What follows belongs to an exercise in optimizing a design on an open flow for small area, a short achievable clock period and few clock cycles; a production flow would make more cautious choices.
Only simulation tests tie the RTL to the original design; equivalence was not proved.
Power is estimated from default activity; no workload was simulated.

==> flow/run.sh <==
#!/bin/bash
# Layout flow: the standard ORFS flow (standard.sh), with the timing
# repair asked to leave extra setup slack, so that the layout's paths are
# repaired well below the design's clock period. The constraints (clock
# period, I/O delays, loads) are the design's own and are not changed.
set -euo pipefail
MARGIN=${SETUP_MARGIN_NS:-10.8}
bash standard.sh SETUP_SLACK_MARGIN=$MARGIN finish > orfs_make.log 2>&1
==> constraint.sdc <==
create_clock -name core_clock -period 15.0 [get_ports {clk}]
set_input_delay 3.0000 -clock core_clock [delete_from_list [all_inputs] [get_ports {clk}]]
set_output_delay 3.0000 -clock core_clock [all_outputs]
set_load 0.01 [all_outputs]
==> config.mk <==
export PLATFORM = sky130hd
export DESIGN_NAME = morse_keyer
export DESIGN_NICKNAME = morse_keyer
export VERILOG_FILES = /design/flow/design.v
export SDC_FILE = /design/flow/constraint.sdc
export NUM_CORES = 4
export LEC_CHECK = 0
export CAP_MARGIN = 20
export CORE_MARGIN = 2
export CORE_UTILIZATION = 70
export CTS_CLUSTER_DIAMETER = 100
export CTS_CLUSTER_SIZE = 22
export SLEW_MARGIN = 20
==> design.v <==
module morse_keyer (
    input  wire        clk,
    input  wire        rst,           
    input  wire        cmd_valid,
    input  wire [7:0]  cmd_data,
    output wire        cmd_ready,
    output reg         rsp_valid,
    output reg  [7:0]  rsp_code,
    output reg  [31:0] rsp_value,
    output wire        tx_out,
    output wire        ind_out,
    output wire        transmit,
    output wire        busy,
    output wire [3:0]  key_state
);
    localparam [7:0] OP_TICK      = 8'h01;
    localparam [7:0] OP_CONFIGURE = 8'h02;
    localparam [7:0] OP_SEND      = 8'h03;
    localparam [7:0] OP_RESET     = 8'h04;
    localparam [7:0] OP_SET_PRE   = 8'h05;
    localparam [7:0] OP_SET_DUAL  = 8'h06;
    localparam [7:0] OP_SET_TXEN  = 8'h07;
    localparam [7:0] OP_SET_REP   = 8'h08;
    localparam [7:0] OP_READ      = 8'h09;
    localparam [7:0] OP_LOOKUP    = 8'h0A;
    localparam [7:0] RC_OK          = 8'd0;
    localparam [7:0] RC_TOO_LONG    = 8'd1;
    localparam [7:0] RC_BAD_SPEED   = 8'd2;
    localparam [7:0] RC_NOT_ENC     = 8'd3;
    localparam [7:0] RC_BAD_OPERAND = 8'd4;
    localparam [7:0] RC_ILLEGAL_OP  = 8'd5;
    localparam [3:0] S_IDLE     = 4'd0;
    localparam [3:0] S_PREAMBLE = 4'd1;
    localparam [3:0] S_DIT      = 4'd2;
    localparam [3:0] S_DAH      = 4'd3;
    localparam [3:0] S_DITDLY   = 4'd4;
    localparam [3:0] S_DAHDLY   = 4'd5;
    localparam [3:0] S_CHARGAP  = 4'd6;
    localparam [3:0] S_WORDGAP  = 4'd7;
    localparam [3:0] S_REPEAT   = 4'd8;
    localparam [3:0] S_EOM      = 4'd9;
    localparam [7:0] EOC       = 8'h7F;
    localparam [7:0] WORDSPACE = 8'hFF;
    localparam integer TS = 17;
    localparam integer TN = 15;
    localparam integer WK = 4;           
    localparam integer LW = 5;            
    localparam integer HW = 4;            
    localparam [LW-1:0] LO_TOP = TS - 1;
    localparam [HW-1:0] HI_TOP = TN - 1;
    localparam [8*64-1:0] ROM_TAB = {
        8'h35, 8'h7F, 8'h7F, 8'h7F, 8'h7F, 8'hC7, 8'hB7, 8'h97,
        8'h6F, 8'h17, 8'h2F, 8'hBF, 8'h0F, 8'h4F, 8'hD7, 8'h67,
        8'hEF, 8'h9F, 8'hDF, 8'h47, 8'hAF, 8'h77, 8'h1F, 8'h07,
        8'hCF, 8'h27, 8'h3F, 8'h8F, 8'hA7, 8'h87, 8'h5F, 8'h69,
        8'h31, 8'h7F, 8'h8B, 8'h7F, 8'hA9, 8'hE1, 8'hF3, 8'hE3,
        8'hC3, 8'h83, 8'h03, 8'h0B, 8'h1B, 8'h3B, 8'h7B, 8'hFB,
        8'h93, 8'h55, 8'h85, 8'hCD, 8'h53, 8'h7F, 8'hB5, 8'hB3,
        8'h79, 8'h43, 8'h7F, 8'h12, 8'h7F, 8'h49, 8'hAD, 8'hFF};
    function [7:0] rom_byte;
        input [5:0] idx;
        begin
            rom_byte = ROM_TAB[8*idx +: 8];
        end
    endfunction
    function [5:0] char_idx;
        input [7:0] c;
        begin
            if (!c[7] && (c[6] != c[5]))
                char_idx = {c[6], c[4:0]};
            else
                char_idx = 6'd3;
        end
    endfunction
    reg [31:0] tick_q;
    reg [31:0] rem_q;         
    reg [15:0] unit_q;
    reg [31:0] wpm_q;
    reg [9:0]  st_q;          
    reg [3:0]  key_state_q;   
    reg [7:0]  msg_len_q;
    reg [7:0]  cursor_q;
    reg [7:0]  chars_q;
    reg [7:0]  stream_q;
    reg        started_q;
    reg        busy_q;
    reg        run_q;         
    reg        pre_en_q;
    reg        dual_q;
    reg        txen_q;
    reg [7:0]  repeat_q;
    wire s_idle = st_q[S_IDLE];
    wire s_pre  = st_q[S_PREAMBLE];
    wire s_dit  = st_q[S_DIT];
    wire s_dah  = st_q[S_DAH];
    wire s_gap  = st_q[S_DITDLY] | st_q[S_DAHDLY] | st_q[S_CHARGAP] | st_q[S_WORDGAP];
    wire s_rep  = st_q[S_REPEAT];
    wire s_eom  = st_q[S_EOM];
    wire [3:0] state_bin = {st_q[8] | st_q[9],
                            st_q[4] | st_q[5] | st_q[6] | st_q[7],
                            st_q[2] | st_q[3] | st_q[6] | st_q[7],
                            st_q[1] | st_q[3] | st_q[5] | st_q[7] | st_q[9]};
    reg transmit_q, tx_out_q, ind_out_q;
    assign transmit  = transmit_q;
    assign tx_out    = tx_out_q;
    assign ind_out   = ind_out_q;
    assign busy      = busy_q;
    assign key_state = key_state_q;
    reg rst_q;
    always @(posedge clk) rst_q <= rst;
    reg  [7:0] b0_q, b1_q;
    reg        v0_q, v1_q;
    reg        rdy_q;
    wire       stall;
    wire       take = v0_q & ~stall;       
    wire       byte_in = cmd_valid & rdy_q;
    wire       v1_d = !rst_q && v0_q && !take && (v1_q || byte_in);
    assign cmd_ready = rdy_q;
    always @(posedge clk) begin
        rdy_q <= !rst && !v1_d;
        if (rst_q) begin
            v0_q <= 1'b0;
            v1_q <= 1'b0;
        end else if (!v0_q || take) begin
            if (v1_q) begin
                b0_q <= b1_q;
                v0_q <= 1'b1;
                v1_q <= 1'b0;
            end else begin
                b0_q <= cmd_data;
                v0_q <= byte_in;
            end
        end else if (!v1_q) begin
            b1_q <= cmd_data;
            v1_q <= byte_in;
        end
    end
    localparam [1:0] R_OP   = 2'd0;
    localparam [1:0] R_ARG  = 2'd1;
    localparam [1:0] R_TEXT = 2'd2;
    localparam [1:0] R_SKIP = 2'd3;
    reg [1:0]  rx_q;
    reg [3:0]  op_q;          
    reg [1:0]  acnt_q;        
    reg [15:0] tcnt_q;        
    reg        tnul_q;        
    function [2:0] arg_len;
        input [7:0] op;
        begin
            case (op)
                OP_CONFIGURE: arg_len = 3'd4;
                OP_SEND:      arg_len = 3'd2;
                OP_SET_PRE, OP_SET_DUAL, OP_SET_TXEN,
                OP_SET_REP, OP_READ, OP_LOOKUP: arg_len = 3'd1;
                default:      arg_len = 3'd0;
            endcase
        end
    endfunction
    wire        at_op    = (rx_q == R_OP);
    wire        last_arg = (rx_q == R_ARG) && (acnt_q == 2'd0);
    wire [15:0] send_n   = {b0_q, tcnt_q[7:0]};    
    wire        last_txt = ((rx_q == R_TEXT) || (rx_q == R_SKIP)) && (tcnt_q == 16'd1);
    wire ex_op   = at_op && (arg_len(b0_q) == 3'd0);
    wire ex_arg  = last_arg && ((op_q != OP_SEND[3:0]) || (send_n == 16'd0));
    wire ex_any  = ex_op || ex_arg || last_txt;
    wire [7:0] ex_code = at_op ? b0_q : {4'd0, op_q};
    wire is_tick = at_op && (b0_q == OP_TICK);
    wire is_conf = at_op && (b0_q == OP_CONFIGURE);
    wire is_read = last_arg && (op_q == OP_READ[3:0]);
    wire txt_byte = (rx_q == R_TEXT);
    wire text_wr  = txt_byte && !tnul_q && (b0_q != 8'd0);
    reg [6*255-1:0] ring_q;
    reg [HW-1:0] d0_hi;
    reg [LW-1:0] d0_lo;
    reg [HW-1:0] df_hi;
    reg [LW-1:0] df_lo;
    reg          wfirst_q;    
    wire      d0_lo_z = (d0_lo == {LW{1'b0}});
    wire      df_lo_z = (df_lo == {LW{1'b0}});
    wire [HW-1:0] d0_hi_dec = (d0_hi == {HW{1'b0}}) ? HI_TOP : d0_hi - 1'b1;
    wire [HW-1:0] df_hi_dec = (df_hi == {HW{1'b0}}) ? HI_TOP : df_hi - 1'b1;
    wire [HW-1:0] d0_hi_nx = d0_lo_z ? d0_hi_dec : d0_hi;
    wire [LW-1:0] d0_lo_nx = d0_lo_z ? LO_TOP : d0_lo - 1'b1;
    wire [LW:0]   dk_lo_s  = {1'b0, d0_lo_nx} + WK;
    wire          dk_wrap  = (dk_lo_s >= TS);
    wire [LW-1:0] dk_lo    = dk_wrap ? dk_lo_s - TS : dk_lo_s[LW-1:0];
    wire [HW-1:0] dk_hi    = !dk_wrap ? d0_hi_nx : (d0_hi_nx == HI_TOP) ? {HW{1'b0}} : d0_hi_nx + 1'b1;
    reg [8*WK-1:0] win_q;      
    reg [WK-1:0]   wval_q;     
    reg [7:0]      wf_q;       
    wire       w_complete = (wf_q == msg_len_q);
    wire [7:0] c0 = win_q[7:0];
    wire [7:0] c1 = win_q[15:8];
    wire       ae0 = w_complete && !wval_q[0];
    wire       ae1 = w_complete && wval_q[0] && !wval_q[1];
    wire       w_ok = w_complete || wval_q[1];
    reg [5:0] tap_q;
    reg       tapv_q;
    reg [5:0] tap_nx;
    integer ti;
    always @* begin
        tap_nx = 6'd0;
        for (ti = 0; ti < TN; ti = ti + 1)
            if (df_hi == ti[HW-1:0])
                tap_nx = ring_q[6*(TS*ti+1) +: 6];
    end
    reg loading_q;            
    wire [18:0] u1 = {3'd0, unit_q - 16'd1};
    wire [18:0] u3 = {1'b0, unit_q, 2'b00} + ~{3'd0, unit_q};
    wire [18:0] u7 = {unit_q, 3'b000} + ~{3'd0, unit_q};
    wire [4:0]  rep_m     = (repeat_q > 8'd30) ? 5'd30 : repeat_q[4:0];
    reg  [20:0] rep_ticks;    
    always @* begin
        case (rep_m)
            5'd0:  rep_ticks = 21'd0;
            5'd1:  rep_ticks = 21'd59999;
            5'd2:  rep_ticks = 21'd119999;
            5'd3:  rep_ticks = 21'd179999;
            5'd4:  rep_ticks = 21'd239999;
            5'd5:  rep_ticks = 21'd299999;
            5'd6:  rep_ticks = 21'd359999;
            5'd7:  rep_ticks = 21'd419999;
            5'd8:  rep_ticks = 21'd479999;
            5'd9:  rep_ticks = 21'd539999;
            5'd10: rep_ticks = 21'd599999;
            5'd11: rep_ticks = 21'd659999;
            5'd12: rep_ticks = 21'd719999;
            5'd13: rep_ticks = 21'd779999;
            5'd14: rep_ticks = 21'd839999;
            5'd15: rep_ticks = 21'd899999;
            5'd16: rep_ticks = 21'd959999;
            5'd17: rep_ticks = 21'd1019999;
            5'd18: rep_ticks = 21'd1079999;
            5'd19: rep_ticks = 21'd1139999;
            5'd20: rep_ticks = 21'd1199999;
            5'd21: rep_ticks = 21'd1259999;
            5'd22: rep_ticks = 21'd1319999;
            5'd23: rep_ticks = 21'd1379999;
            5'd24: rep_ticks = 21'd1439999;
            5'd25: rep_ticks = 21'd1499999;
            5'd26: rep_ticks = 21'd1559999;
            5'd27: rep_ticks = 21'd1619999;
            5'd28: rep_ticks = 21'd1679999;
            5'd29: rep_ticks = 21'd1739999;
            default: rep_ticks = 21'd1799999;
        endcase
    end
    reg rep_ge;
    always @* begin
        case (rep_m)
            5'd1:    rep_ge = (unit_q <= 16'd8571);
            5'd2:    rep_ge = (unit_q <= 16'd17142);
            5'd3:    rep_ge = (unit_q <= 16'd25714);
            5'd4:    rep_ge = (unit_q <= 16'd34285);
            5'd5:    rep_ge = (unit_q <= 16'd42857);
            5'd6:    rep_ge = (unit_q <= 16'd51428);
            5'd7:    rep_ge = (unit_q <= 16'd59999);
            default: rep_ge = 1'b1;
        endcase
    end
    wire [20:0] rep_dur   = rep_ge ? rep_ticks : {2'd0, u7};
    wire        rep_zero  = (repeat_q == 8'd0);
    reg         exp_q;        
    reg [3:0]  n_state;
    reg        n_move;        
    reg [7:0]  n_stream;
    reg        n_started;
    reg        n_busy;
    reg        n_pre_en;
    reg        n_len_clr;
    reg        n_cur_clr;
    reg [1:0]  n_cur_inc;
    reg        n_chars_inc;
    reg        n_chars_clr;
    reg [1:0]  n_dsel;        
    reg        n_enter;
    reg        n_rewind;      
    reg        n_wclr;
    reg        do_decide;
    reg        do_fetch;
    reg        do_element;
    always @* begin
        n_state     = S_IDLE;
        n_move      = 1'b0;
        n_stream    = stream_q;
        n_started   = started_q;
        n_busy      = busy_q;
        n_pre_en    = pre_en_q;
        n_len_clr   = 1'b0;
        n_cur_clr   = 1'b0;
        n_cur_inc   = 2'd0;
        n_chars_inc = 1'b0;
        n_chars_clr = 1'b0;
        n_dsel      = 2'd0;
        n_enter     = 1'b0;
        n_rewind    = 1'b0;
        n_wclr      = 1'b0;
        do_decide   = 1'b0;
        do_fetch    = 1'b0;
        do_element  = 1'b0;
        if (s_idle) begin
            do_decide = run_q;
        end else if (exp_q) begin
            if (s_pre) begin
                n_pre_en  = 1'b0;
                do_decide = txen_q;
                if (!txen_q) begin n_state = S_IDLE; n_move = 1'b1; end
            end
            if (s_dit || s_dah) begin
                n_move = 1'b1;
                if (stream_q != EOC) begin
                    n_state = s_dit ? S_DITDLY : S_DAHDLY;
                    n_dsel  = 2'd0;
                    n_enter = 1'b1;
                end else begin
                    n_chars_inc = 1'b1;
                    if (ae1) begin
                        n_cur_inc = 2'd1;
                        if (rep_zero) begin
                            n_state = S_EOM;
                            n_dsel  = 2'd2;
                        end else begin
                            n_state  = S_REPEAT;
                            n_dsel   = 2'd3;
                            n_rewind = 1'b1;
                        end
                        n_enter = 1'b1;
                    end else if (c1 == WORDSPACE) begin
                        n_cur_inc = 2'd2;
                        n_state   = S_WORDGAP;
                        n_dsel    = 2'd2;
                        n_enter   = 1'b1;
                    end else begin
                        n_cur_inc = 2'd1;
                        n_state   = S_CHARGAP;
                        n_dsel    = 2'd1;
                        n_enter   = 1'b1;
                    end
                end
            end
            if (s_gap) begin
                do_decide = txen_q;
                if (!txen_q) begin n_state = S_IDLE; n_move = 1'b1; end
            end
            if (s_eom) begin
                n_len_clr   = 1'b1;
                n_cur_clr   = 1'b1;
                n_chars_clr = 1'b1;
                n_stream    = EOC;
                n_started   = 1'b0;
                n_busy      = 1'b0;
                n_state     = S_IDLE;
                n_move      = 1'b1;
                n_wclr      = 1'b1;
            end
            if (s_rep) begin
                n_cur_clr   = 1'b1;
                n_chars_clr = 1'b1;
                n_stream    = EOC;
                n_started   = 1'b0;
                do_decide   = txen_q;
                if (!txen_q) begin n_state = S_IDLE; n_move = 1'b1; end
            end
        end
        if (do_decide) begin
            if (!n_started) begin
                n_started = 1'b1;
                if (n_pre_en) begin
                    n_state = S_PREAMBLE;
                    n_move  = 1'b1;
                    n_dsel  = 2'd2;
                    n_enter = 1'b1;
                end else begin
                    do_fetch = 1'b1;
                end
            end else if (n_stream == EOC) begin
                do_fetch = 1'b1;
            end else begin
                do_element = 1'b1;
            end
        end
        if (do_fetch) begin
            n_move = 1'b1;
            if (ae0) begin
                if (rep_zero) begin
                    n_state = S_EOM;
                    n_dsel  = 2'd2;
                end else begin
                    n_state  = S_REPEAT;
                    n_dsel   = 2'd3;
                    n_rewind = 1'b1;
                end
                n_enter = 1'b1;
            end else if (c0 == WORDSPACE) begin
                n_cur_inc = 2'd1;
                n_stream  = EOC;
                n_state   = S_WORDGAP;
                n_dsel    = 2'd2;
                n_enter   = 1'b1;
            end else if (c0 == EOC) begin
                n_cur_inc = 2'd1;
                n_stream  = EOC;
                n_state   = S_IDLE;
            end else begin
                n_stream   = c0;
                do_element = 1'b1;
            end
        end
        if (do_element) begin
            n_state  = n_stream[7] ? S_DAH : S_DIT;
            n_move   = 1'b1;
            n_dsel   = n_stream[7] ? 2'd1 : 2'd0;
            n_enter  = 1'b1;
            n_stream = {n_stream[6:0], 1'b1};
        end
    end
    reg [20:0] n_dur;
    always @* begin
        case (n_dsel)
            2'd0: n_dur = {2'd0, u1};
            2'd1: n_dur = {2'd0, u3};
            2'd2: n_dur = {2'd0, u7};
            default: n_dur = rep_dur;
        endcase
    end
    wire tick_needs_win = s_idle || exp_q;
    reg         div_busy_q;
    reg [4:0]   div_cnt_q;        
    reg [23:0]  div_r_q;          
    reg [15:0]  div_q_q;          
    reg         div_ovf_q;        
    wire [31:0] cw      = {b0_q, div_r_q};    
    wire        f_sign  = cw[31];
    wire [7:0]  f_exp   = cw[30:23];
    wire [22:0] f_frac  = cw[22:0];
    wire        f_invalid = ((f_exp == 8'hFF) && (f_frac != 23'd0)) || f_sign ||
                            ((f_exp == 8'd0) && (f_frac == 23'd0));
    wire        f_zero_q  = (f_exp >= 8'd138);    
    wire        f_sat     = (f_exp <= 8'd119);
    wire [4:0]  f_steps   = 8'd138 - f_exp;           
    wire [23:0] div_m    = {1'b1, wpm_q[22:0]};
    wire [24:0] div_t    = {div_r_q, 1'b0};
    wire [25:0] div_sub  = {1'b0, div_t} - {2'b0, div_m};
    wire        div_ge   = !div_sub[25];
    wire text_slot_ok = wfirst_q || (df_hi == {HW{1'b0}} && df_lo_z);
    assign stall = (is_tick && (div_busy_q || (tick_needs_win && !w_ok))) ||
                   ((is_conf || is_read) && div_busy_q) ||
                   (text_wr && !text_slot_ok);
    wire do_tick = take && is_tick;
    wire do_ex   = take && ex_any;
    wire [31:0] add_s    = tick_q + (at_op ? 32'd1 : rem_q);
    wire [31:0] end_tick = add_s;
    wire [31:0] status_word = {20'd0, state_bin, 1'b0, txen_q, dual_q, pre_en_q,
                               tx_out_q, ind_out_q, transmit_q, busy_q};
    reg  [31:0] read_val;
    always @* begin
        case (b0_q[3:0])
            4'd0: read_val = status_word;
            4'd1: read_val = tick_q;
            4'd2: read_val = {24'd0, chars_q};
            4'd3: read_val = {16'd0, unit_q};
            4'd4: read_val = wpm_q;
            4'd5: read_val = {24'd0, repeat_q};
            4'd6: read_val = {24'd0, cursor_q};
            4'd7: read_val = {24'd0, msg_len_q};
            4'd8: read_val = end_tick;
            default: read_val = {23'd0, started_q, stream_q};
        endcase
    end
    wire [5:0]  wr_idx   = char_idx(b0_q);
    wire        rom_b0   = loading_q || ((rx_q == R_ARG) && (op_q == OP_LOOKUP[3:0]));
    wire [7:0]  rom_out  = rom_byte(rom_b0 ? wr_idx : tap_q);
    wire [7:0]  wr_code  = rom_out;
    wire [7:0]  tap_code = rom_out;
    wire [7:0]  lookup_b = rom_out;      
    reg  [7:0]  rsp_code_d;
    reg  [31:0] rsp_value_d;
    always @* begin
        rsp_code_d  = RC_OK;
        rsp_value_d = 32'd0;
        case (ex_code)
            OP_TICK, OP_RESET, OP_SET_REP: ;
            OP_CONFIGURE: if (f_invalid) rsp_code_d = RC_BAD_SPEED;
            OP_SEND:      if (rx_q == R_SKIP) rsp_code_d = RC_TOO_LONG;
            OP_SET_PRE, OP_SET_DUAL, OP_SET_TXEN:
                          if (b0_q > 8'd1) rsp_code_d = RC_BAD_OPERAND;
            OP_READ: begin
                if (b0_q > 8'd9) rsp_code_d = RC_BAD_OPERAND;
                else             rsp_value_d = read_val;
            end
            OP_LOOKUP: begin
                if (lookup_b == EOC) rsp_code_d = RC_NOT_ENC;
                else                 rsp_value_d = {24'd0, lookup_b};
            end
            default: rsp_code_d = RC_ILLEGAL_OP;
        endcase
    end
    wire        wr_char  = take && text_wr;
    wire [1:0]  w_shift  = do_tick ? n_cur_inc : 2'd0;
    wire [WK-1:0] wval_sh = (w_shift == 2'd1) ? (wval_q >> 1) :
                            (w_shift == 2'd2) ? (wval_q >> 2) : wval_q;
    wire        tap_cap  = !rom_b0 && tapv_q && df_lo_z && !w_complete && !wval_q[WK-1];
    wire [WK-1:0] cap_pos = wval_sh ^ {wval_sh[WK-2:0], 1'b1};    
    reg  [8*WK-1:0] win_sh;
    always @* begin
        case (w_shift)
            2'd1:    win_sh = win_q >> 8;
            2'd2:    win_sh = win_q >> 16;
            default: win_sh = win_q;
        endcase
    end
    wire ex_send  = do_ex && (ex_code == OP_SEND) && (rx_q != R_SKIP);
    wire ex_reset = do_ex && (ex_code == OP_RESET);
    wire ex_txen  = do_ex && (ex_code == OP_SET_TXEN) && (b0_q <= 8'd1);
    wire ex_dual  = do_ex && (ex_code == OP_SET_DUAL) && (b0_q <= 8'd1);
    wire tick_mv  = do_tick && n_move;
    wire to_idle  = ex_send || ex_reset;
    reg [9:0] n_st_oh;
    always @* begin
        n_st_oh = 10'd0;
        n_st_oh[n_state] = 1'b1;
    end
    wire [3:0] key_d   = tick_mv ? n_state : to_idle ? S_IDLE : key_state_q;
    wire [9:0] st_d    = tick_mv ? n_st_oh : to_idle ? 10'd1 : st_q;
    wire       busy_d  = do_tick ? n_busy : ex_send ? 1'b1 : ex_reset ? 1'b0 : busy_q;
    wire       txen_d  = ex_txen ? b0_q[0] : txen_q;
    wire       dual_d  = ex_dual ? b0_q[0] : dual_q;
    wire       kdown_d = st_d[S_PREAMBLE] | st_d[S_DIT] | st_d[S_DAH];
    wire       trans_d = kdown_d & txen_d;
    always @(posedge clk) begin
        ring_q <= {(wr_char ? wr_idx : ring_q[5:0]), ring_q[6*255-1:6]};
        tap_q  <= tap_nx;
        rsp_code  <= rsp_code_d;
        rsp_value <= rsp_value_d;
    end
    integer wi;
    always @(posedge clk) begin
        if (rst_q) begin
            transmit_q  <= 1'b0;
            tx_out_q    <= 1'b0;
            ind_out_q   <= 1'b0;
            exp_q       <= 1'b1;
            rx_q        <= R_OP;
            loading_q   <= 1'b0;
            wfirst_q    <= 1'b1;
            d0_hi       <= {HW{1'b0}};
            d0_lo       <= {LW{1'b0}};
            df_hi       <= {HW{1'b0}};
            df_lo       <= {LW{1'b0}};
            tapv_q      <= 1'b0;
            wval_q      <= {WK{1'b0}};
            wf_q        <= 8'd0;
            div_busy_q  <= 1'b0;
            rsp_valid   <= 1'b0;
            tick_q      <= 32'd0;
            rem_q       <= 32'd0;
            unit_q      <= 16'd60;
            wpm_q       <= 32'h41A00000;
            st_q        <= 10'd1;
            key_state_q <= S_IDLE;
            msg_len_q   <= 8'd0;
            cursor_q    <= 8'd0;
            chars_q     <= 8'd0;
            stream_q    <= EOC;
            started_q   <= 1'b0;
            busy_q      <= 1'b0;
            run_q       <= 1'b0;
            pre_en_q    <= 1'b0;
            dual_q      <= 1'b0;
            txen_q      <= 1'b1;
            repeat_q    <= 8'd0;
        end else begin
            st_q        <= st_d;
            key_state_q <= key_d;
            busy_q      <= busy_d;
            txen_q      <= txen_d;
            dual_q      <= dual_d;
            run_q       <= busy_d & txen_d;
            transmit_q  <= trans_d;
            tx_out_q    <= dual_d ? (busy_d & txen_d & !st_d[S_REPEAT]) : trans_d;
            ind_out_q   <= dual_d ? busy_d : trans_d;
            if (do_tick)
                exp_q <= n_enter ? ((n_dsel == 2'd0) && (unit_q == 16'd1)) : (rem_q == 32'd1);
            tapv_q      <= 1'b1;
            d0_lo <= d0_lo_nx;
            d0_hi <= d0_hi_nx;
            win_q  <= win_sh;
            wval_q <= wval_sh;
            if (df_lo_z) df_hi <= df_hi_dec;
            df_lo <= df_lo_z ? LO_TOP : df_lo - 1'b1;
            if (tap_cap) begin
                for (wi = 0; wi < WK; wi = wi + 1)
                    if (cap_pos[wi]) win_q[8*wi +: 8] <= tap_code;
                wval_q <= {wval_sh[WK-2:0], 1'b1};
                wf_q   <= wf_q + 8'd1;
                df_hi  <= df_hi;
                df_lo  <= df_lo;
            end
            rsp_valid <= do_ex && !rst;
            if (div_busy_q) begin
                if (div_cnt_q != 5'd0) begin
                    div_cnt_q <= div_cnt_q - 5'd1;
                    div_r_q   <= div_ge ? div_sub[23:0] : div_t[23:0];
                    div_q_q   <= {div_q_q[14:0], div_ge};
                    div_ovf_q <= div_ovf_q | div_q_q[15];
                end else begin
                    unit_q     <= div_ovf_q ? 16'hFFFF : (div_q_q == 16'd0) ? 16'd1 : div_q_q;
                    div_busy_q <= 1'b0;
                end
            end
            if (take) begin
                case (rx_q)
                    R_OP: begin
                        op_q   <= b0_q[3:0];
                        acnt_q <= arg_len(b0_q) - 3'd1;
                        if (arg_len(b0_q) != 3'd0) rx_q <= R_ARG;
                    end
                    R_ARG: begin
                        tcnt_q[7:0] <= b0_q;
                        if (op_q == OP_CONFIGURE[3:0]) div_r_q <= {b0_q, div_r_q[23:8]};
                        acnt_q <= acnt_q - 2'd1;
                        if (acnt_q == 2'd0) begin
                            rx_q <= R_OP;
                            if (op_q == OP_SEND[3:0]) begin
                                tcnt_q <= send_n;
                                tnul_q <= 1'b0;
                                if (send_n > 16'd255) begin
                                    rx_q <= R_SKIP;
                                end else if (send_n != 16'd0) begin
                                    rx_q      <= R_TEXT;
                                    loading_q <= 1'b1;
                                    msg_len_q <= 8'd0;    
                                    wfirst_q  <= 1'b1;
                                    wval_q    <= {WK{1'b0}};
                                    wf_q      <= 8'd0;
                                end
                            end
                        end
                    end
                    default: begin    
                        tcnt_q <= tcnt_q - 16'd1;
                        if (tcnt_q == 16'd1) rx_q <= R_OP;
                        if (b0_q == 8'd0) tnul_q <= 1'b1;
                        if (text_wr) begin
                            msg_len_q <= msg_len_q + 8'd1;
                            wfirst_q <= 1'b0;
                            df_hi    <= {HW{1'b0}};
                            df_lo    <= {LW{1'b0}};
                            tapv_q   <= 1'b0;
                            if (wfirst_q) begin
                                d0_hi <= HI_TOP;
                                d0_lo <= LO_TOP;
                            end
                            if (msg_len_q < WK) begin
                                for (wi = 0; wi < WK; wi = wi + 1)
                                    if (msg_len_q == wi[7:0]) win_q[8*wi +: 8] <= wr_code;
                                wval_q <= {wval_q[WK-2:0], 1'b1};
                                wf_q   <= msg_len_q + 8'd1;
                            end
                        end
                    end
                endcase
            end
            if (do_ex) begin
                case (ex_code)
                    OP_TICK: begin
                        tick_q    <= add_s;
                        stream_q  <= n_stream;
                        started_q <= n_started;
                        pre_en_q  <= n_pre_en;
                        cursor_q  <= (n_cur_clr ? 8'd0 : cursor_q) + {6'd0, n_cur_inc};
                        if (n_chars_clr)      chars_q <= 8'd0;
                        else if (n_chars_inc) chars_q <= chars_q + 8'd1;
                        if (n_len_clr) msg_len_q <= 8'd0;
                        rem_q <= n_enter ? {11'd0, n_dur} : rem_q - 32'd1;
                        if (n_wclr) begin
                            wval_q <= {WK{1'b0}};
                            wf_q   <= 8'd0;
                        end
                        if (n_rewind) begin
                            wval_q <= {WK{1'b0}};
                            wf_q   <= 8'd0;
                            df_hi  <= d0_hi_nx;
                            df_lo  <= d0_lo_nx;
                            tapv_q <= 1'b0;
                        end
                    end
                    OP_CONFIGURE: begin
                        if (!f_invalid) begin
                            wpm_q <= cw;
                            if (f_zero_q) begin
                                unit_q <= 16'd1;
                            end else if (f_sat) begin
                                unit_q <= 16'hFFFF;
                            end else begin
                                div_busy_q  <= 1'b1;
                                div_cnt_q   <= f_steps;
                                div_r_q     <= 24'd4915200;
                                div_q_q     <= 16'd0;
                                div_ovf_q   <= 1'b0;
                            end
                        end
                    end
                    OP_SEND: begin
                        loading_q <= 1'b0;
                        if (rx_q == R_TEXT && (msg_len_q + {7'd0, text_wr}) > WK) begin
                            df_hi  <= dk_hi;
                            df_lo  <= dk_lo;
                            tapv_q <= 1'b0;
                        end
                        if (rx_q != R_SKIP) begin
                            if (rx_q != R_TEXT) msg_len_q <= 8'd0;    
                            cursor_q  <= 8'd0;
                            chars_q   <= 8'd0;
                            stream_q  <= EOC;
                            started_q <= 1'b0;
                            if (rx_q != R_TEXT) begin
                                wval_q <= {WK{1'b0}};
                                wf_q   <= 8'd0;
                            end
                        end
                    end
                    OP_RESET: begin
                        msg_len_q <= 8'd0;
                        cursor_q  <= 8'd0;
                        chars_q   <= 8'd0;
                        stream_q  <= EOC;
                        started_q <= 1'b0;
                        wval_q    <= {WK{1'b0}};
                        wf_q      <= 8'd0;
                    end
                    OP_SET_PRE: begin
                        if (b0_q <= 8'd1) pre_en_q <= b0_q[0];
                    end
                    OP_SET_REP: begin
                        repeat_q <= b0_q;
                    end
                    default: ;
                endcase
            end
        end
    end
endmodule
==> standard.sh <==
#!/bin/bash
# synth_recipe.tcl (not shown) runs the flow's synth.tcl, then flattens the netlist and writes it again
# the make line also repeats each setting of config.mk as NAME=value (left out here)
make -C /OpenROAD-flow-scripts/flow DESIGN_CONFIG=/design/flow/config.mk WORK_HOME=/design/flow/orfs CLKGATE_MAP_FILE= SYNTH_SCRIPT=/design/flow/synth_recipe.tcl "${@:-finish}"
==> impl_metrics.ini, run 1 <==
[setup_path]
rrSetupSlack_ns = 10.74
path_common_cell = o21ai_0
critPathRequiredTime_ns = 15.45
end_kind = flip-flop
crit_type = flip-flop to flip-flop
start_kind = flip-flop
cpMaxStageDelayCell = fa_1
max_stage_delay_ns = 0.55
critPathMaxFanout = 5
cp_cell_sequence = inv_1 > fa_1 > nor2b_1 > o21ai_0 > a21boi_2 > o211ai_1 > and3_1 > o31a_1 > or3_1 > a21oi_2 > xor2_1 > mux2i_2 > o21ai_0
crit_arrival_ns = 4.71

[floorplan]
die_w_um = 292
initial_core_util_pct = 70.7
die_area_sq_um = 85200
rows = 105
ios = 61
core-area_sq_um = 82100
die_y_um = 292

[logic_synthesis]
postSynthCellCount = 5040
synth_seq_cells = 1908
yosysTopAreaCellShare_pct = 61.8
synth_top_area_cell = dfxtp_1
yosysSeqAreaShare_pct = 67.8
synth_area_sq_um = 58000
yosys-top-cells-area = dfxtp_1 (62%), edfxtp_1 (6.1%), ha_1 (3.0%), a21oi_1 (2.8%), nor2_1 (2.7%)
yosysWarningCount = 1
synth_edf_count = 117
avgSynthCellArea_sq_um = 11.5
synthFlopType = dfxtp_1
synth_async_sr_flop_share_pct = 0
synth_cell_types = 100

[drt]
drt_iter0_markers = 5223
drcViolationCount = 0
vias_per_cell = 6.41
wl_per_cell_um = 26.0
vias = 39677
wl_um = 161000
ant_nets = 0
dr.pass1.iters = 7

[cells_and_area]
area_delta_synth_final_pct = 8.77
final_nets = 5241
nFillCells = 4802
final_common_cell = dfxtp_1
final_cell_mix = dfxtp_1 (1,748), nor2_1 (404), nand2_1 (393), a21oi_1 (320), o21ai_0 (205)
layout-drive-gt1-share_pct = 8.64
utilization_pct = 76.9
final_cells = 6190

[cts]
root_buffer = clkbuf_16
h-tree-depth = 3
clockBufferDepth = 3
numCtsBuffers = 97
cts_sinks = 1908
ctsHoldBuffers = 0
path_clk_slew_ns = 0.10
clk_latency_ns = 0.77
tritoncts = done

[power]
leakage_nw = 24.7
ir_drop_mv = 0.131
powerDensity_nw_per_um2 = 142

[min_path]
min_path_type = flip-flop to flip-flop

[sta]
max-slew-margin-rel_pct = 31.4
finalMaxSlewViolations = 0
worst_pin_slew_ns = 1.02
hold_viol_final = 0
rsz0062_at_grt = true
setup_tns_ns = 0
period_share_pct = 28.4
fmax_mhz = 235
min_period_ns = 4.26
finalSetupViolCount = 0
skew_ns = 0.101

[global_routing]
overflow = 0
grt_pass1_wl_um = 239000
grt.total_usage_pct = 36.9
grt_pass1_vias = 38246
grt_max_degree = 78
antenna_found_initial = 5

[placement]
dpl.hpwl_um = 95000
place_inst = 6001
numPortBuffers = 55
finalWeightedCongestion = 0.986

[run_status]
status = no timing/DRC/antenna violations

[run]
drv_cap = 0
-- worst max-delay path: cells and delay by family (launching register included) --
family,cells,cell delay [ns]
AND/OR/NAND/NOR,3,0.85
adder cells (fa/ha/maj),1,0.55
flip-flops,1,0.50
AO/OA/AOI/OAI,6,1.50
buffers and inverters,1,0.17
XOR/XNOR,1,0.12
multiplexers,1,0.29
-- power breakdown --
part | internal (mW) | switching (mW)
sequential | 5.15 | 0.0596
combinational | 0.268 | 0.575
clock | 1.23 | 1.66
-- flip-flops by register name (all words and copies together) (netlist names), 10 cells and up, named ones only --
signal,cells
div_q_q,16
div_r_q,24
rem_q,32
ring_q,1530
rsp_value,32
st_q,10
tcnt_q,16
tick_q,32
unit_q,16
win_q,32
wpm_q,32
-- path summary, 6_finish.rpt --
check	end	depth (start not counted)	from
max	div_r_q[16]	13	div_r_q[0]
min	ring_q[1094]	0	ring_q[1100]
min reg2reg	ring_q[1094]	0	ring_q[1100]
max reg2reg	div_r_q[16]	13	div_r_q[0]
-- routing by layer --
metal  wire [um]  part of all wire (%)  GRT usage, %  up-vias
met5          74                 0.046             0        -
met4        8700                   5.4          16.2       10
met3       17400                    11          9.08      653
met2       71600                    45          57.2     2579
met1       63000                    39          49.5    18871
li1            -                     -             -    17564
-- kinds of logic after synthesis --
family          after synthesis  synth area share (%)
other cells                   1               0.00646
mux                          99                  1.87
simple gates               1322                  10.7
buf+inv                     339                  2.31
fa+ha+maj                   144                  3.17
compound gates             1076                  11.8
flops                      1908                  67.8
xor+xnor                    151                  2.28
-- metrics by stage --
stage / setup WS [ns] / hold WS [ns] / power (mW) / area [sq um]
floorplan: 10.86 / 0.310 / 5.80 / 58000
global placement: 9.86 / 0.310 / 6.05 / 59500
detailed placement: 9.68 / 0.312 / 6.08 / 59500
CTS: 10.77 / 0.263 / 8.90 / 62600
global route: 10.54 / 0.277 / 9.16 / 63100
finish: 10.74 / 0.287 / 8.95 / 63100
-- Yosys cell counts (all sizes together), types with 18 or more instances --
cell type,n
or2,18
nor4,45
inv,117
nor3,108
xor2,56
nand2b,25
and3,40
a211oi,44
and2,51
a31oi,74
o211ai,36
mux2,22
buf,54
dfxtp,1791
nor2,413
mux2i,73
or3,36
nand3,78
edfxtp,117
a22oi,57
xnor2,95
nand2,395
clkbuf,163
a21oi,330
a222oi,24
o21ai,243
a21o,35
o31ai,21
o22ai,38
ha,139
nand4,27
nor2b,32
-- area by class of cell --
class                   instances  area [sq um]  share of cell area (%)
diodes                          4          10.0                  0.0159
clock buffers                 120          2570                    4.07
clock inverters                 9           225                   0.357
inverters                     122           472                   0.747
multi-input cells            2801         17700                    28.1
flip-flops and latches       1908         39400                    62.5
well taps                    1070          1340                    2.12
repair buffers                156          1320                    2.09
-- repair_timing --
| action | in CTS | in global routing |
|---|---|---|
| cloned | 1 | 3 |
| pin swaps | 5 | 8 |
| setup buffers | 21 | 31 |
| gates resized for setup | 271 | 71 |
| endpoints found under the setup margin | 237 | 208 |
Testbench counts, summed over its fixed seeds: cycles 144,014.
==> run 2: changes to the inputs <==
==> run.sh (new file) <==
#!/bin/bash
# synth_recipe.tcl (not shown) runs the flow's synth.tcl, then flattens the netlist and writes it again
# the make line also repeats each setting of config.mk as NAME=value (left out here)
make -C /OpenROAD-flow-scripts/flow DESIGN_CONFIG=/design/flow/config.mk WORK_HOME=/design/flow/orfs CLKGATE_MAP_FILE= SYNTH_SCRIPT=/design/flow/synth_recipe.tcl finish
--- a/config.mk
+++ b/config.mk
@@ -8,5 +8,5 @@
 export CAP_MARGIN = 20
 export CORE_MARGIN = 2
-export CORE_UTILIZATION = 70
+export CORE_UTILIZATION = 60
 export CTS_CLUSTER_DIAMETER = 100
 export CTS_CLUSTER_SIZE = 22
removed: flow/run.sh
removed: standard.sh
==> run 2 against run 1 <==
Still clean. Non-clock buffer count down 52. Setup slack got worse by 1.1 ns. Flip-flop and latch count unchanged. Die area up 16%. Clock power fell by 6%. Cell count up 2.4%. Synthesized area unchanged. Worst hold slack improved by 0.0064 ns. Combinational power fell by about 10%. First-iteration DRC count is 30% lower. Critical endpoint is now chars_q[5].
==> impl_metrics.ini, run 2 <==
[run_status]
status = no timing/DRC/antenna violations

[sta]
rsz0062_at_grt = false
skew_ns = 0.0491
period_share_pct = 35.8
min_period_ns = 5.37
fmax_mhz = 186
worst_pin_slew_ns = 1.16
finalSetupViolCount = 0
finalMaxSlewViolations = 0
hold_viol_final = 0
setup_tns_ns = 0
max-slew-margin-rel_pct = 22.2

[logic_synthesis]
postSynthCellCount = 5040
muxShareOfSynthArea_pct = 1.87
yosysWarningCount = 1
synth_async_sr_flop_share_pct = 0
synth_common_cells = dfxtp_1 (1,791), nor2_1 (410), nand2_1 (393)
yosysMostFrequentCell = dfxtp_1
yosysSeqAreaShare_pct = 67.8
yosysTopAreaCellShare_pct = 61.8
synth_seq_cells = 1908
synth_xor_xnor_area_share_pct = 2.28
synth_compound_area_share_pct = 11.8
synthFlopType = dfxtp_1
synth_top_area_cell = dfxtp_1
yosys-top-cells-area = dfxtp_1 (62%), edfxtp_1 (6.1%), ha_1 (3.0%), a21oi_1 (2.8%), nor2_1 (2.7%)
yosys.area_share.adder_pct = 3.17
synth_cell_types = 100
synth_area_sq_um = 58000
synthSimpleGateAreaFrac_pct = 10.7
avgSynthCellArea_sq_um = 11.5
synth_top_family_by_area = compound AO/OA/AOI/OAI gates
synth_edf_count = 117

[setup_path]
rrSetupSlack_ns = 9.63
timing.rr.start = b0_q[4]
end_kind = flip-flop
critPathRequiredTime_ns = 15.64
reg2reg_to = chars_q[5]
crit_type = flip-flop to flip-flop
start_kind = flip-flop
critPathMaxFanout = 13
ff2ff_path_depth = 13
crit_arrival_ns = 6.01

[placement]
place_inst = 6207
numPortBuffers = 55
dpl.hpwl_um = 88500
finalWeightedCongestion = 0.967

[drt]
vias = 36116
ant_nets = 0
wl_um = 130000
drt_iter0_markers = 3665
dr.pass1.iters = 7
vias_per_cell = 5.70
wl_per_cell_um = 20.5
drcViolationCount = 0

[cts]
tritoncts = done
numCtsBuffers = 97
clk_latency_ns = 0.72
root_buffer = clkbuf_16
clockBufferDepth = 3
path_clk_slew_ns = 0.09
cts_setup_buffers = 0
h-tree-depth = 3
ctsHoldBuffers = 0
cts_resized = 0
cts_sinks = 1908

[global_routing]
grt.total_usage_pct = 25.8
grt_pass1_wl_um = 199000
grt_pass1_vias = 33431
grt_max_degree = 91
overflow = 0
antenna_found_initial = 4

[run]
drv_cap = 0

[floorplan]
die_y_um = 315
core-area_sq_um = 96300
die_w_um = 315
initial_core_util_pct = 60.3
ios = 61
die_area_sq_um = 99200
rows = 114

[cells_and_area]
final_common_cell = dfxtp_1
final_cell_mix = dfxtp_1 (1,790), nor2_1 (408), nand2_1 (393), a21oi_1 (326), o21ai_0 (210)
final_nets = 5185
top_register = ring_q
largest_reg_flops = 1530
final_cells = 6336
area_delta_synth_final_pct = 7.62
layout-drive-gt1-share_pct = 4.90
utilization_pct = 64.9

[min_path]
min_path_type = flip-flop to flip-flop
min_path_cells = 0
min_from = ring_q[326]
holdPathEnd = ring_q[320]

[power]
powerDensity_nw_per_um2 = 139
ir_drop_mv = 0.136
leakage_nw = 24.2
[run 2: metrics by stage]
| stage | area (sq um) | worst slack [ns] | hold WS (ns) | power, mW |
|---|---|---|---|---|
| 2_1_floorplan | 58000 | 10.86 | 0.310 | 5.80 |
| 3_3_place_gp | 59700 | 9.87 | 0.310 | 6.07 |
| 3_5_place_dp | 59700 | 9.77 | 0.312 | 6.07 |
| 4_1_cts | 62400 | 9.73 | 0.297 | 8.76 |
| 5_1_grt | 62400 | 9.14 | 0.310 | 9.01 |
| 6_report | 62400 | 9.63 | 0.293 | 8.70 |
[run 2: area by class of cell]
| type | instances | area (sq um) |
|---|---|---|
| Antenna cell | 2 | 5.00 |
| Clock buffer | 117 | 2520 |
| Clock inverter | 10 | 184 |
| Fill cell | 7478 | 33800 |
| Inverter | 122 | 460 |
| Multi-Input combinational cell | 2797 | 17400 |
| Sequential cell | 1908 | 39400 |
| Tap cell | 1276 | 1600 |
| Timing Repair Buffer | 104 | 918 |
[run 2: per-layer routing]
metal	part of all wire (%)	vias to the layer above	track usage, %
li1	-	17433	-
met5	0.026	-	0
met1	48	17233	39.2
met3	7.5	202	5.02
met4	3.0	4	8.05
met2	42	1244	37.2
[run 2: kinds of logic after synthesis]
logic type | Yosys count
AND/OR/NAND/NOR | 1322
other | 1
multiplexers | 99
AO/OA/AOI/OAI | 1076
buffers and inverters | 339
XOR/XNOR | 151
flip-flops | 1908
adder cells (fa/ha/maj) | 144
[run 2: how the worst max path moves through the flow]
stage / startpoint / end / slack (ns) / depth (start not counted)
6_report: b0_q[4] / chars_q[5] / 9.63 / 13
3_3_place_gp: b0_q[4] / win_q[21] / 9.87 / 15
3_5_place_dp: b0_q[4] / win_q[23] / 9.77 / 15
5_1_grt: b0_q[4] / win_q[13] / 9.14 / 15
4_1_cts: b0_q[4] / win_q[23] / 9.73 / 15
2_1_floorplan: b0_q[6] / rsp_value[0] / 10.86 / 16
[run 2: worst max-delay path: stages (launching register included)]
cell and delay [ns]:
edfxtp_1 0.54, nor4_2 0.94, a211oi_1 0.32, a211oi_2 0.30, o311ai_1 0.13, buf_4 0.21, a21oi_2 0.54, o21ai_1 0.28
nor2b_1 0.96, o31ai_1 0.18, buf_4 0.23, nor2_1 0.36, nand3b_1 0.14, a21oi_1 0.15
[run 2: where the power goes]
group          switching (mW)  internal [mW]  total (mW)
Clock                    1.53           1.20        2.73
Sequential             0.0531           5.15        5.21
Combinational           0.508          0.249       0.758
Total                    2.09           6.61        8.70
==> run 3: changes to the inputs <==
--- a/design.v
+++ b/design.v
@@ -84,5 +84,6 @@
     reg [7:0]  stream_q;
     reg        started_q;
-    reg        busy_q;
+    reg        busy_q;        
+    reg        nbusy_q;       
     reg        run_q;         
     reg        pre_en_q;
@@ -111,12 +112,14 @@
     reg  [7:0] b0_q, b1_q;
     reg        v0_q, v1_q;
-    reg        rdy_q;
+    reg        rdy_q;          
+    reg        nrdy_q;         
     wire       stall;
     wire       take = v0_q & ~stall;       
-    wire       byte_in = cmd_valid & rdy_q;
+    wire       byte_in = cmd_valid & ~nrdy_q;
     wire       v1_d = !rst_q && v0_q && !take && (v1_q || byte_in);
     assign cmd_ready = rdy_q;
     always @(posedge clk) begin
-        rdy_q <= !rst && !v1_d;
+        rdy_q  <= !rst && !v1_d;
+        nrdy_q <= rst || v1_d;
         if (rst_q) begin
             v0_q <= 1'b0;
@@ -285,5 +288,5 @@
         n_stream    = stream_q;
         n_started   = started_q;
-        n_busy      = busy_q;
+        n_busy      = !nbusy_q;
         n_pre_en    = pre_en_q;
         n_len_clr   = 1'b0;
@@ -451,6 +454,9 @@
     wire [31:0] add_s    = tick_q + (at_op ? 32'd1 : rem_q);
     wire [31:0] end_tick = add_s;
+    wire        st_transmit = (s_pre | s_dit | s_dah) & txen_q;
+    wire        st_tx_out   = dual_q ? (!nbusy_q & txen_q & !s_rep) : st_transmit;
+    wire        st_ind_out  = dual_q ? !nbusy_q : st_transmit;
     wire [31:0] status_word = {20'd0, state_bin, 1'b0, txen_q, dual_q, pre_en_q,
-                               tx_out_q, ind_out_q, transmit_q, busy_q};
+                               st_tx_out, st_ind_out, st_transmit, !nbusy_q};
     reg  [31:0] read_val;
     always @* begin
@@ -521,7 +527,7 @@
         n_st_oh[n_state] = 1'b1;
     end
-    wire [3:0] key_d   = tick_mv ? n_state : to_idle ? S_IDLE : key_state_q;
+    wire [3:0] key_d   = tick_mv ? n_state : to_idle ? S_IDLE : state_bin;
     wire [9:0] st_d    = tick_mv ? n_st_oh : to_idle ? 10'd1 : st_q;
-    wire       busy_d  = do_tick ? n_busy : ex_send ? 1'b1 : ex_reset ? 1'b0 : busy_q;
+    wire       busy_d  = do_tick ? n_busy : ex_send ? 1'b1 : ex_reset ? 1'b0 : !nbusy_q;
     wire       txen_d  = ex_txen ? b0_q[0] : txen_q;
     wire       dual_d  = ex_dual ? b0_q[0] : dual_q;
@@ -565,4 +571,5 @@
             started_q   <= 1'b0;
             busy_q      <= 1'b0;
+            nbusy_q     <= 1'b1;
             run_q       <= 1'b0;
             pre_en_q    <= 1'b0;
@@ -574,4 +581,5 @@
             key_state_q <= key_d;
             busy_q      <= busy_d;
+            nbusy_q     <= !busy_d;
             txen_q      <= txen_d;
             dual_q      <= dual_d;
==> flow/run.sh (new file) <==
#!/bin/bash
# Layout flow: the standard ORFS flow (standard.sh), with the timing
# repair asked to leave extra setup slack, so that the layout's paths are
# repaired well below the design's clock period. The constraints (clock
# period, I/O delays, loads) are the design's own and are not changed.
set -euo pipefail
MARGIN=${SETUP_MARGIN_NS:-11.0}
bash standard.sh SETUP_SLACK_MARGIN=$MARGIN finish > orfs_make.log 2>&1
==> standard.sh (new file) <==
#!/bin/bash
# synth_recipe.tcl (not shown) runs the flow's synth.tcl, then flattens the netlist and writes it again
# the make line also repeats each setting of config.mk as NAME=value (left out here)
make -C /OpenROAD-flow-scripts/flow DESIGN_CONFIG=/design/flow/config.mk WORK_HOME=/design/flow/orfs CLKGATE_MAP_FILE= SYNTH_SCRIPT=/design/flow/synth_recipe.tcl "${@:-finish}"
removed: run.sh
==> run 3 against run 2 <==
Still clean. Clock power increased by 1%. Wire length rose by 5.0%. Final area rose by 3.2%. Core utilization grew 1.9 points. Non-clock buffer count is 96 higher. Flip-flop and latch count is 2 higher. Maximum frequency is 28% higher. Critical endpoint is now tx_out. Largest cell class unchanged. Largest power group unchanged.
==> impl_metrics.ini, run 3 <==
[setup_path]
critical_path_buf_inv_count = 1
max_stage_delay_ns = 0.38
cp_cell_sequence = buf_6
crit_arrival_ns = 1.21
critPathMaxFanout = 1
crit_family = flip-flops
critPathRequiredTime_ns = 12.00
cpMaxStageDelayCell = dfxtp_4
start_kind = flip-flop
crit_type = flip-flop to output pin
end_kind = output pin

[power]
p_int_mw = 6.74
total_power_mw = 9.01
switchingPower_mw = 2.28
ir_drop_mv = 0.132
share_comb_of_total_power_pct = 11.4
clkPwrFrac_pct = 30.7
seq_power_share_pct = 57.9
switching_share_pct = 25.2
powerDensity_nw_per_um2 = 140
leakage_nw = 24.8

[run_status]
status = no timing/DRC/antenna violations

[logic_synthesis]
synth_compound_area_share_pct = 12.1
synth_cell_types = 104
synth_area_sq_um = 58400
yosysSeqAreaShare_pct = 67.4
synth_seq_cells = 1910
avgSynthCellArea_sq_um = 11.5
yosysMostFrequentCell = dfxtp_1
synth_edf_count = 117
synth_xor_xnor_area_share_pct = 2.29
yosysTopAreaCellShare_pct = 61.4
muxShareOfSynthArea_pct = 2.00
synth_async_sr_flop_share_pct = 0
synth_top_area_cell = dfxtp_1
synth_common_cells = dfxtp_1 (1,793), nand2_1 (372), nor2_1 (365)
yosysWarningCount = 1
postSynthCellCount = 5070
synth_top_family_by_area = compound AO/OA/AOI/OAI gates
yosys.area_share.adder_pct = 3.16
synthFlopType = dfxtp_1
yosys-top-cells-area = dfxtp_1 (61%), edfxtp_1 (6.0%), ha_1 (3.0%), a21oi_1 (2.9%), nand2_1 (2.4%)
synthSimpleGateAreaFrac_pct = 10.7

[cts]
numCtsBuffers = 98
path_clk_slew_ns = 0.09
clockBufferDepth = 3
root_buffer = clkbuf_16
h-tree-depth = 3
tritoncts = done
cts_sinks = 1910
clk_latency_ns = 0.71
ctsHoldBuffers = 0

[cells_and_area]
layout-drive-gt1-share_pct = 10.3
nFillCells = 7313
final_common_cell = dfxtp_1
final_cells = 6458
largest_reg_flops = 1530
area_delta_synth_final_pct = 10.3
top_register = ring_q
final_nets = 5311
final_cell_mix = dfxtp_1 (1,749), nand2_1 (367), nor2_1 (359), a21oi_1 (329), o21ai_0 (256)

[drt]
vias = 37240
vias_per_cell = 5.77
ant_nets = 0
drt_iter0_markers = 3954
drcViolationCount = 0
wl_um = 136000
dr.pass1.iters = 7
wl_per_cell_um = 21.1

[sta]
fmax_mhz = 238
min_period_ns = 4.21
period_share_pct = 28.0
hold_viol_final = 0
finalSetupViolCount = 0
rsz0062_at_grt = true
max-slew-margin-rel_pct = 24.8
finalWorstSetupSlack_ns = 10.79
setup_tns_ns = 0
finalMaxSlewViolations = 0
worst_pin_slew_ns = 1.12
skew_ns = 0.0345

[floorplan]
die_y_um = 316
die_area_sq_um = 99900
rows = 114
initial_core_util_pct = 60.5
ios = 61
die_w_um = 316
core-area_sq_um = 96600

[global_routing]
antenna_found_initial = 5
grt_pass1_vias = 34336
overflow = 0
grt.total_usage_pct = 26.6
grt_max_degree = 78
grt_pass1_wl_um = 206000

[placement]
dpl_worst_slack_ns = 9.16
dpl.hpwl_um = 90600
place_inst = 6236
numPortBuffers = 55
finalWeightedCongestion = 0.930

[run]
drv_cap = 0

[min_path]
min_path_type = flip-flop to flip-flop
## run 3: changes by cell type in the layout (fill, tap and decap cells not counted), moves of 17 or more
cell | before | now
nor2_1 | 408 | 359
buf_6 | 0 | 44
dfxtp_1 | 1790 | 1749
nand3_1 | 77 | 96
clkdlybuf4s50_1 | 55 | 10
o211ai_1 | 36 | 54
nand2_1 | 393 | 367
dfxtp_2 | 0 | 38
buf_4 | 49 | 121
o21ai_0 | 210 | 256
o22ai_1 | 38 | 21
o21ai_1 | 32 | 14
a31oi_1 | 72 | 35
## run 3: logic make-up (layout without fill, tap and decap cells)
logic type | Yosys count | after routing
AND/OR/NAND/NOR | 1302 | 1307
multiplexers | 110 | 111
AO/OA/AOI/OAI | 1110 | 1110
XOR/XNOR | 153 | 153
adder cells (fa/ha/maj) | 145 | 145
buffers and inverters | 339 | 438
flip-flops | 1910 | 1910
other | 1 | 8
## run 3: layout make-up
cell class                      instances  area [sq um]  share of cell area [%]
Sequential cell                      1910         39500                    61.2
Multi-Input combinational cell       2831         18400                    28.6
Clock buffer                          111          2530                    3.93
Timing Repair Buffer                  200          1780                    2.77
Tap cell                             1276          1600                    2.48
Inverter                              114           440                   0.683
Clock inverter                         12           200                   0.311
Antenna cell                            3          7.51                  0.0116
Timing Repair inverter                  1          5.00                 0.00776
## run 3: timing repair
item | 4_1_cts | 5_1_grt
buffers inserted | 26 | 61
gates cloned | 5 | 4
endpoints found under the setup margin | 343 | 140
resized for setup | 313 | 112
pin swaps | 13 | 28
## run 3: path summary, 6_finish.rpt
| path | start | endpoint | depth (start not counted) | slack [ns] |
|---|---|---|---|---|
| setup / recovery | tx_out_q | tx_out | 1 | 10.79 |
| hold reg to reg | ring_q[1367] | ring_q[1361] | 0 | 0.31 |
| hold / removal | ring_q[1367] | ring_q[1361] | 0 | 0.31 |
| setup reg to reg | b0_q[6] | win_q[13] | 18 | 11.05 |
## run 3: power by group through the flow
| stage | Sequential [mW] | Combinational (mW) | Clock, mW |
|---|---|---|---|
| after floorplan | 5.31 | 0.639 | 0 |
| after global placement | 5.33 | 0.920 | 0 |
| after detailed placement | 5.33 | 0.931 | 0 |
| after CTS | 5.21 | 0.960 | 2.83 |
| after global routing | 5.22 | 1.12 | 3.02 |
| final | 5.22 | 1.03 | 2.77 |
## run 3: routing by layer
layer / up-vias / global-route usage (%) / share of wire, %
met5: - / 0 / 0.048
met3: 189 / 4.39 / 7.6
met4: 6 / 6.29 / 2.0
met2: 1319 / 38.3 / 42
li1: 17791 / - / -
met1: 17935 / 41.8 / 49
## run 3: per-stage QoR
stage	utilization, %	instance area, sq um	hold WS, ns
after floorplan	-	58500	0.310
after global placement	62.3	60200	0.310
after detailed placement	62.4	60200	0.312
after CTS	65.7	63500	0.320
after global routing	66.7	64500	0.316
final	66.8	64500	0.315
Testbench counts of run 3, summed over its fixed seeds: cycles 144,014.
==> run 4: changes to the inputs <==
--- a/design.v
+++ b/design.v
@@ -84,6 +84,5 @@
     reg [7:0]  stream_q;
     reg        started_q;
-    reg        busy_q;        
-    reg        nbusy_q;       
+    reg        busy_q;
     reg        run_q;         
     reg        pre_en_q;
@@ -112,14 +111,12 @@
     reg  [7:0] b0_q, b1_q;
     reg        v0_q, v1_q;
-    reg        rdy_q;          
-    reg        nrdy_q;         
+    reg        rdy_q;
     wire       stall;
     wire       take = v0_q & ~stall;       
-    wire       byte_in = cmd_valid & ~nrdy_q;
+    wire       byte_in = cmd_valid & rdy_q;
     wire       v1_d = !rst_q && v0_q && !take && (v1_q || byte_in);
     assign cmd_ready = rdy_q;
     always @(posedge clk) begin
-        rdy_q  <= !rst && !v1_d;
-        nrdy_q <= rst || v1_d;
+        rdy_q <= !rst && !v1_d;
         if (rst_q) begin
             v0_q <= 1'b0;
@@ -288,5 +285,5 @@
         n_stream    = stream_q;
         n_started   = started_q;
-        n_busy      = !nbusy_q;
+        n_busy      = busy_q;
         n_pre_en    = pre_en_q;
         n_len_clr   = 1'b0;
@@ -454,9 +451,6 @@
     wire [31:0] add_s    = tick_q + (at_op ? 32'd1 : rem_q);
     wire [31:0] end_tick = add_s;
-    wire        st_transmit = (s_pre | s_dit | s_dah) & txen_q;
-    wire        st_tx_out   = dual_q ? (!nbusy_q & txen_q & !s_rep) : st_transmit;
-    wire        st_ind_out  = dual_q ? !nbusy_q : st_transmit;
     wire [31:0] status_word = {20'd0, state_bin, 1'b0, txen_q, dual_q, pre_en_q,
-                               st_tx_out, st_ind_out, st_transmit, !nbusy_q};
+                               tx_out_q, ind_out_q, transmit_q, busy_q};
     reg  [31:0] read_val;
     always @* begin
@@ -527,7 +521,7 @@
         n_st_oh[n_state] = 1'b1;
     end
-    wire [3:0] key_d   = tick_mv ? n_state : to_idle ? S_IDLE : state_bin;
+    wire [3:0] key_d   = tick_mv ? n_state : to_idle ? S_IDLE : key_state_q;
     wire [9:0] st_d    = tick_mv ? n_st_oh : to_idle ? 10'd1 : st_q;
-    wire       busy_d  = do_tick ? n_busy : ex_send ? 1'b1 : ex_reset ? 1'b0 : !nbusy_q;
+    wire       busy_d  = do_tick ? n_busy : ex_send ? 1'b1 : ex_reset ? 1'b0 : busy_q;
     wire       txen_d  = ex_txen ? b0_q[0] : txen_q;
     wire       dual_d  = ex_dual ? b0_q[0] : dual_q;
@@ -571,5 +565,4 @@
             started_q   <= 1'b0;
             busy_q      <= 1'b0;
-            nbusy_q     <= 1'b1;
             run_q       <= 1'b0;
             pre_en_q    <= 1'b0;
@@ -581,5 +574,4 @@
             key_state_q <= key_d;
             busy_q      <= busy_d;
-            nbusy_q     <= !busy_d;
             txen_q      <= txen_d;
             dual_q      <= dual_d;
==> flow/run.sh (replaced) <==
#!/bin/bash
# Layout flow: the standard ORFS flow (standard.sh) with two changes.
#  - The timing repair is asked to leave extra setup slack, so that the
#    layout's paths are repaired well below the design's clock period.
#    The constraints (clock period, I/O delays, loads) are the design's own.
#  - After placement, each register that drives an output port's buffer is
#    moved next to that buffer and the placement is legalized again
#    (flow/move_out_regs.tcl), before clock tree synthesis and routing.
# Each step writes its full output to a log file of its own here.
set -euo pipefail
MARGIN=${SETUP_MARGIN_NS:-10.85}
RES=orfs/results/sky130hd/morse_keyer/base
bash standard.sh SETUP_SLACK_MARGIN=$MARGIN place > orfs_place.log 2>&1
ODB_IN=$RES/3_place.odb ODB_OUT=$RES/3_place.odb \
    openroad -no_init -exit flow/move_out_regs.tcl > move_out_regs.log 2>&1
bash standard.sh SETUP_SLACK_MARGIN=$MARGIN finish > orfs_finish.log 2>&1
==> flow/move_out_regs.tcl (new file) <==
# Move each register that drives an output port's buffer next to that
# buffer, then legalize. Reads and rewrites the given odb.
read_db $::env(ODB_IN)
set block [ord::get_db_block]
set moved 0
foreach bterm [$block getBTerms] {
  if {[$bterm getIoType] ne "OUTPUT"} { continue }
  set net [$bterm getNet]
  if {$net eq "NULL"} { continue }
  set buf ""
  foreach it [$net getITerms] { if {[$it isOutputSignal]} { set buf [$it getInst] } }
  if {$buf eq ""} { continue }
  set innet ""
  foreach it [$buf getITerms] { if {[$it isInputSignal]} { set innet [$it getNet] } }
  if {$innet eq "" || $innet eq "NULL"} { continue }
  set drv ""
  foreach it [$innet getITerms] { if {[$it isOutputSignal]} { set drv [$it getInst] } }
  if {$drv eq ""} { continue }
  set m [[$drv getMaster] getName]
  if {![string match "*df*" $m]} { continue }
  set loc [$buf getLocation]
  $drv setLocation [lindex $loc 0] [lindex $loc 1]
  incr moved
}
puts "moved $moved registers"
detailed_placement
check_placement
write_db $::env(ODB_OUT)
==> run 4 against run 3 <==
Still clean. Synthesized cell count fell by 0.59%. Cell count fell by 0.98%. Wire length down 2.6%. Clock-buffer cell count grew 11. Clock power hardly changed. Die area decreased by 0.71%. Sequential share of layout area increased by 0.92 points. Critical path type unchanged. Critical endpoint is now transmit.
==> impl_metrics.ini, run 4 <==
[min_path]
min_path_type = flip-flop to flip-flop

[drt]
wl_per_cell_um = 20.7
drcViolationCount = 0
ant_nets = 0
drt_iter0_markers = 4072
wl_um = 133000
vias = 36598
dr.pass1.iters = 9
vias_per_cell = 5.72

[logic_synthesis]
synth_top_area_cell = dfxtp_1
yosysTopAreaCellShare_pct = 61.8
synth_async_sr_flop_share_pct = 0
synth_edf_count = 117
synth_seq_cells = 1908
muxShareOfSynthArea_pct = 1.87
synth_common_cells = dfxtp_1 (1,791), nor2_1 (410), nand2_1 (393)
synth_area_sq_um = 58000
yosysSeqAreaShare_pct = 67.8
synthFlopType = dfxtp_1
synth_xor_xnor_area_share_pct = 2.28
yosysMostFrequentCell = dfxtp_1
yosys.area_share.adder_pct = 3.17
yosys-top-cells-area = dfxtp_1 (62%), edfxtp_1 (6.1%), ha_1 (3.0%), a21oi_1 (2.8%), nor2_1 (2.7%)
avgSynthCellArea_sq_um = 11.5
synthSimpleGateAreaFrac_pct = 10.7
yosysWarningCount = 1
synth_cell_types = 100
synth_compound_area_share_pct = 11.8
synth_top_family_by_area = compound AO/OA/AOI/OAI gates
postSynthCellCount = 5040

[cells_and_area]
stdcell_area_sq_um = 63500
final_nets = 5243
area_delta_synth_final_pct = 9.37
final_cells = 6395
nFillCells = 7405
top_register = ring_q
utilization_pct = 65.9
final_cell_mix = dfxtp_1 (1,743), nor2_1 (400), nand2_1 (389), a21oi_1 (321), o21ai_0 (209)
antenna_cells = 0
layout-drive-gt1-share_pct = 9.14
largest_reg_flops = 1530
final_common_cell = dfxtp_1

[floorplan]
core-area_sq_um = 96300
die_y_um = 315
die_area_sq_um = 99200
rows = 114
initial_core_util_pct = 60.3
die_w_um = 315
ios = 61

[global_routing]
antenna_found_initial = 4
grt.total_usage_pct = 26.2
grt_pass1_vias = 33739
grt_pass1_wl_um = 201000
grt_max_degree = 91
overflow = 0

[power]
p_int_mw = 6.65
share_comb_of_total_power_pct = 9.0
ir_drop_mv = 0.134
powerDensity_nw_per_um2 = 138
clkPwrFrac_pct = 31.5
total_power_mw = 8.75
switchingPower_mw = 2.10
seq_power_share_pct = 59.5
switching_share_pct = 24.0
leakage_nw = 24.8

[placement]
finalWeightedCongestion = 0.967
numPortBuffers = 55
dpl.hpwl_um = 88500
place_inst = 6207
placed_area_sq_um = 59700

[setup_path]
crit_type = flip-flop to output pin
critPathMaxFanout = 2
cpMaxStageDelayCell = dfxtp_4
crit_family = flip-flops
cp_cell_sequence = buf_6
crit_arrival_ns = 1.20
critical_path_buf_inv_count = 1
critPathRequiredTime_ns = 12.00
max_stage_delay_ns = 0.36
start_kind = flip-flop
end_kind = output pin

[sta]
max-slew-margin-rel_pct = 26.1
hold_viol_final = 0
period_share_pct = 28.0
rsz0062_at_grt = true
finalSetupViolCount = 0
worst_pin_slew_ns = 1.10
setup_tns_ns = 0
finalMaxSlewViolations = 0
fmax_mhz = 238
skew_ns = 0.0501
min_period_ns = 4.20

[cts]
ctsHoldBuffers = 0
path_clk_slew_ns = 0.10
root_buffer = clkbuf_16
h-tree-depth = 3
numCtsBuffers = 97
clockBufferDepth = 3
cts_sinks = 1908
tritoncts = done
clk_latency_ns = 0.73

[run_status]
status = no timing/DRC/antenna violations

[run]
drv_cap = 0
-- run 4: cell types whose count changed in the layout (fill, tap and decap cells not counted), sizes merged, moves of 12 or more --
cell    previous run  this run
nor2             366       413
buf              188       148
a31oi             40        74
o21ai            277       243
nand2            373       395
nand3             97        78
o211ai            55        36
mux2i             91        73
o22ai             21        38
a211oi            60        44
clkbuf           113       125
-- run 4: logic make-up after synthesis --
group	Yosys count
fa+ha+maj	144
buf+inv	339
mux	99
compound gates	1076
flops	1908
simple gates	1322
other cells	1
xor+xnor	151
-- run 4: stage by stage --
step           hold WS [ns]  worst slack [ns]
6_report              0.287             10.80
5_1_grt               0.319             10.77
4_1_cts               0.301             10.78
3_5_place_dp          0.312              9.77
3_3_place_gp          0.310              9.87
2_1_floorplan         0.310             10.86
-- run 4: repair_timing --
action,4_1_cts,5_1_grt
setup endpoints to repair,241,165
setup buffers,30,27
pin swaps,13,12
resized for setup,279,96
cloned,1,0
-- run 4: layout make-up --
cell class                      count  area [sq um]  share of cell area [%]
Multi-Input combinational cell   2798         17800                    28.1
Inverter                          122           467                   0.735
Clock inverter                      8           168                   0.264
Sequential cell                  1908         39500                    62.2
Clock buffer                      122          2580                    4.07
Tap cell                         1276          1600                    2.52
Timing Repair Buffer              161          1380                    2.17
-- run 4: power by group through the flow --
| stage | clock network [mW] | logic, mW | registers [mW] |
|---|---|---|---|
| 6_report | 2.76 | 0.789 | 5.21 |
| 5_1_grt | 2.99 | 0.858 | 5.21 |
| 4_1_cts | 2.82 | 0.769 | 5.20 |
| 3_5_place_dp | 0 | 0.750 | 5.32 |
| 3_3_place_gp | 0 | 0.747 | 5.32 |
| 2_1_floorplan | 0 | 0.501 | 5.30 |
-- run 4: final timing paths --
path                     from     endpoint  slack [ns]  cells after the start
setup / recovery   transmit_q     transmit       10.80                      1
hold / removal    ring_q[902]  ring_q[896]        0.29                      0
setup reg to reg     df_hi[1]     tap_q[1]       10.85                     15
hold reg to reg   ring_q[902]  ring_q[896]        0.29                      0
-- run 4: metal layers --
metal / up-vias / share of wire (%) / global-route usage [%]
met5: - / 0.054 / 0
met4: 8 / 3.2 / 8.42
met3: 236 / 7.6 / 5.01
met2: 1357 / 42 / 38.0
met1: 17435 / 47 / 39.5
li1: 17562 / - / -
Testbench counts of run 4, summed over its fixed seeds: cycles 144,014.

[what the ideal ports hide]
The flow's constraints put no driver on any port. The routed layouts listed below were extracted and timed again, unchanged, in two steps.
Step 1 sets driving cells, clkbuf_16 on the clock port and buf_2 on the other inputs (assumed; they add their load-dependent delay and slew).
Step 2 also shifts input and output timing later by t, the mid clock arrival at the registers, as if the neighbouring blocks saw the same clock.
Three values: no drivers, after step 1, after step 2; two values: the first two.
| run | shift t [ns] | setup slack, ns | worst setup path at the end | slew at the worst register clock pin (ns) | cell pins on the clock port's net |
|---|---|---|---|---|---|
| run 1 | 0.792 | 10.738 / 10.708 / 10.187 | input to register | 0.10 / 0.10 | 1 |
| run 2 | 0.769 | 9.630 / 9.630 / 9.630 | register to register | 0.10 / 0.10 | 1 |
| run 3 | 0.774 | 10.793 / 10.719 / 10.582 | input to register | 0.10 / 0.10 | 1 |
| run 4 | 0.778 | 10.803 / 10.729 / 10.556 | input to register | 0.11 / 0.11 | 1 |
After both steps setup and hold are still met in every run listed. The setup slack of run 1, which loses most, moves by -0.030 ns with the drivers and by -0.551 ns with both steps.
